This is an optimization exercise on Yosys and OpenROAD, whose aim is small area, a short achievable clock period and few clock cycles, not a production implementation.
Function was checked by simulation only, so behaviour that the tests miss may differ from the original.
Power is estimated from default activity; no workload was simulated. No driver is modelled on the clock port, so clocking that relies on it looks cheaper here than on a real chip.

## kiri_tx_encoder
module kiri_tx_encoder (
    input  wire       clk,
    input  wire       rst,           
    input  wire       start,
    output wire       start_ready,
    input  wire [7:0] dst,
    input  wire [7:0] src,
    input  wire [8:0] len,           
    input  wire       in_valid,
    output wire       in_ready,
    input  wire [7:0] in_data,
    output wire       out_valid,
    input  wire       out_ready,
    output wire [7:0] out_data
);
Size: ~3400 cells after synthesis, ~2400 flip-flops, about 49 I/O pins.
export LEC_CHECK = 0
export CAP_MARGIN = 20
export CORE_MARGIN = 2
export CORE_UTILIZATION = 60
export PLACE_DENSITY = 0.7
export SLEW_MARGIN = 20
create_clock -name core_clock -period 12.0 [get_ports {clk}]
standard.sh (not shown) runs the stock make flow with config.mk's settings and CLKGATE_MAP_FILE= SYNTH_SCRIPT=/design/flow/synth_recipe.tcl, a recipe that flattens the netlist after the stock synthesis.
==> flow/flow/run.sh <==
#!/bin/bash
# Own layout flow: the standard ORFS flow (standard.sh), with the standard
# synthesis run unchanged, then the layout steps run with our own port-buffer
# cell, clock-tree settings and a tighter setup target for timing repair.
# Each make run's full output goes to its own log file in the work folder.
set -euo pipefail
cd "$(dirname "$0")/.."

bash standard.sh synth > make_synth.log 2>&1

bash standard.sh \
  "BUFFER_PORTS_ARGS=-buffer_cell sky130_fd_sc_hd__buf_2" \
  "CTS_ARGS=-sink_clustering_enable -repair_clock_nets -sink_clustering_size 32 -sink_clustering_max_diameter 80 -dont_use_dummy_load -buf_list sky130_fd_sc_hd__clkbuf_16" \
  "SETUP_SLACK_MARGIN=8.5" \
  finish > make_layout.log 2>&1
The baseline finished with timing, DRC and antenna clean.
Testbench counts at the start, summed over its fixed seeds: cycles 24,986.
Next try:
--- a/flow/design.v
+++ b/flow/design.v
@@ -116,84 +116,80 @@
     reg  [2:0] q;                    
     reg        pend_n;               
     reg  [7:0] dst_r;
     reg  [7:0] src_r;
     reg  [8:0] owe;                  
     reg  [15:0] crc;
     reg  [7:0] run;                  
     reg        split;                
-    reg  [1:0] hc;                   
-    reg  [7:0] h0, h1;
+    reg        hv;                   
+    reg  [7:0] h0;
     reg        in_rdy;
     reg        srdy;
     assign start_ready = srdy;
     assign in_ready    = in_rdy;
     wire take = in_valid && in_rdy;
     reg        have;                 
     reg  [7:0] raw;                  
     always @* begin
         have = 1'b1;
         raw  = 8'h00;
         case (q)
             Q_IDLE:  have = !pend_n;
             Q_DST:   raw  = dst_r;
             Q_SRC:   raw  = src_r;
-            Q_PAY:   begin have = (hc != 2'd0); raw = h0; end
+            Q_PAY:   begin have = hv || take; raw = hv ? h0 : in_data; end
             Q_CRCH:  raw  = crc[15:8];
             Q_CRCL:  raw  = crc[7:0];
             default: raw  = 8'h00;
         endcase
         if (split) have = 1'b1;
     end
     wire tail_here = t_at0 && (!full || rd);
     wire ins       = tail_here && have;
     wire is_raw    = !split && (q == Q_DST || q == Q_SRC || q == Q_PAY ||
                                 q == Q_CRCH || q == Q_CRCL);
     wire raw_zero  = (raw == 8'h00);
     wire       n_bound = !(is_raw && !raw_zero);            
     wire       n_delim = !split && (q == Q_DELIM);
     wire       n_open  = n_bound && !n_delim;               
     wire [8:0] n_slot  = n_bound ? {1'b1, 7'd0, n_delim} : {1'b0, raw};
-    wire pop = ins && !split && (q == Q_PAY);
-    wire [1:0] hc_n = hc + {1'b0, take} - {1'b0, pop};
+    wire pay_ins = ins && !split && (q == Q_PAY);
+    wire direct  = pay_ins && !hv;
+    wire store   = take && !direct;
+    wire hv_n    = hv ? !pay_ins : store;
     wire [8:0] owe_n = take ? owe - 9'd1 : ((start && srdy) ? len : owe);
     wire split_n = ins ? (!n_bound && !split && (run == 8'd253)) : split;
     wire n_close = ins && (n_bound || split_n);          
     reg  [2:0] q_n;
     reg        pend_n_n;
     always @* begin
         q_n      = q;
         pend_n_n = pend_n && !(start && srdy);
         if (ins && !split) begin
             case (q)
                 Q_IDLE:  q_n = Q_DST;
                 Q_DST:   q_n = Q_SRC;
                 Q_SRC:   begin
-                             q_n      = (owe == 9'd0 && hc == 2'd0) ? Q_CRCH : Q_PAY;
+                             q_n      = (owe == 9'd0) ? Q_CRCH : Q_PAY;
                              pend_n_n = 1'b1;
                          end
-                Q_PAY:   if (owe == 9'd0 && hc == 2'd1) q_n = Q_CRCH;
+                Q_PAY:   if (hv ? (owe == 9'd0) : (owe == 9'd1)) q_n = Q_CRCH;
                 Q_CRCH:  q_n = Q_CRCL;
                 Q_CRCL:  q_n = Q_DELIM;
                 default: q_n = Q_IDLE;
             endcase
         end
     end
     always @(posedge clk) begin
         ring <= {ins ? n_slot : s0, ring[9*255-1:9]};
     end
     always @(posedge clk) begin
-        if (pop) begin
-            h0 <= (hc == 2'd2) ? h1 : in_data;
-            if (hc == 2'd2) h1 <= in_data;
-        end else if (take) begin
-            if (hc == 2'd0) h0 <= in_data;
-            else            h1 <= in_data;
-        end
+        if (store) h0 <= in_data;
         if (start && srdy) begin
             dst_r <= dst;
             src_r <= src;
         end
         if (ins && !split) begin
             if (q == Q_DST)
                 crc <= crc16_byte(16'hFFFF, raw);
             else if (q == Q_SRC || q == Q_PAY)
@@ -216,17 +212,17 @@
             o_at0  <= 1'b0;
             ov     <= 1'b0;
             sv     <= 1'b0;
             q      <= Q_IDLE;
             pend_n <= 1'b1;
             owe    <= 9'd0;
             run    <= 8'd0;
             split  <= 1'b0;
-            hc     <= 2'd0;
+            hv     <= 1'b0;
             in_rdy <= 1'b0;
             srdy   <= 1'b1;
         end else begin
             hoff  <= emp ? (ins ? 8'd254 : 8'd0) :
                      rd ? 8'd0 : (h_at0 ? 8'd254 : hoff - 8'd1);
             h_at0 <= emp ? !ins : (rd || hoff == 8'd1);
             toff  <= (ins || emp) ? 8'd0 : (t_at0 ? 8'd254 : toff - 8'd1);
             t_at0 <= ins || emp || (toff == 8'd1);
@@ -245,16 +241,16 @@
                 ov <= sv || rd;
                 sv <= 1'b0;
             end else if (rd) begin
                 sv <= 1'b1;
             end
             pend_n <= pend_n_n;
             q      <= q_n;
             owe    <= owe_n;
-            hc     <= hc_n;
+            hv     <= hv_n;
             split  <= split_n;
             if (ins) run <= (n_bound || split) ? 8'd0 : run + 8'd1;
-            in_rdy <= (owe_n != 9'd0) && (hc_n != 2'd2);
+            in_rdy <= (q_n == Q_PAY) && (owe_n != 9'd0) && !hv_n && !split_n;
             srdy   <= pend_n_n && (q_n != Q_PAY);
         end
     end
 endmodule
Effect: Fmax decreases slightly. Die area decreases slightly. Routed wire length increases by a little under a tenth. Combinational power increases by roughly a tenth. Cell count decreases slightly. Utilization increases by 0.52 points. Cell area decreases slightly. Synthesized area decreases slightly. Critical path depth increases by 8.
Testbench counts after the change, summed over its fixed seeds: cycles 24,986.

-- what the ideal ports hide --
The flow's constraints put no driver on any port. The routed layouts listed below were extracted and timed again, unchanged, in two steps. Step 1 assumes that a clkbuf_16 drives the clock port and a buf_2 every other input. Step 2 also shifts input and output timing later by t, the mid clock arrival at the registers, as if the neighbouring blocks saw the same clock. Three values: ideal, step 1, step 2; two values: the first two.
| run | shift t [ns] | setup slack, ns | worst hold slack (ns) | worst setup path after step 2 | worst register clock-pin slew, ns |
|---|---|---|---|---|---|
| the first run | 0.714 | 8.413 / 8.350 / 7.891 | 0.299 / 0.299 / 0.299 | input to register | 0.12 / 0.12 |
| the second run | 0.721 | 8.346 / 8.380 / 7.660 | 0.277 / 0.277 / 0.277 | input to register | 0.11 / 0.11 |
After both steps every run listed still meets setup and hold. For the second run, which loses most, drivers alone change the setup slack by +0.034 ns; drivers and shift together by -0.686 ns.
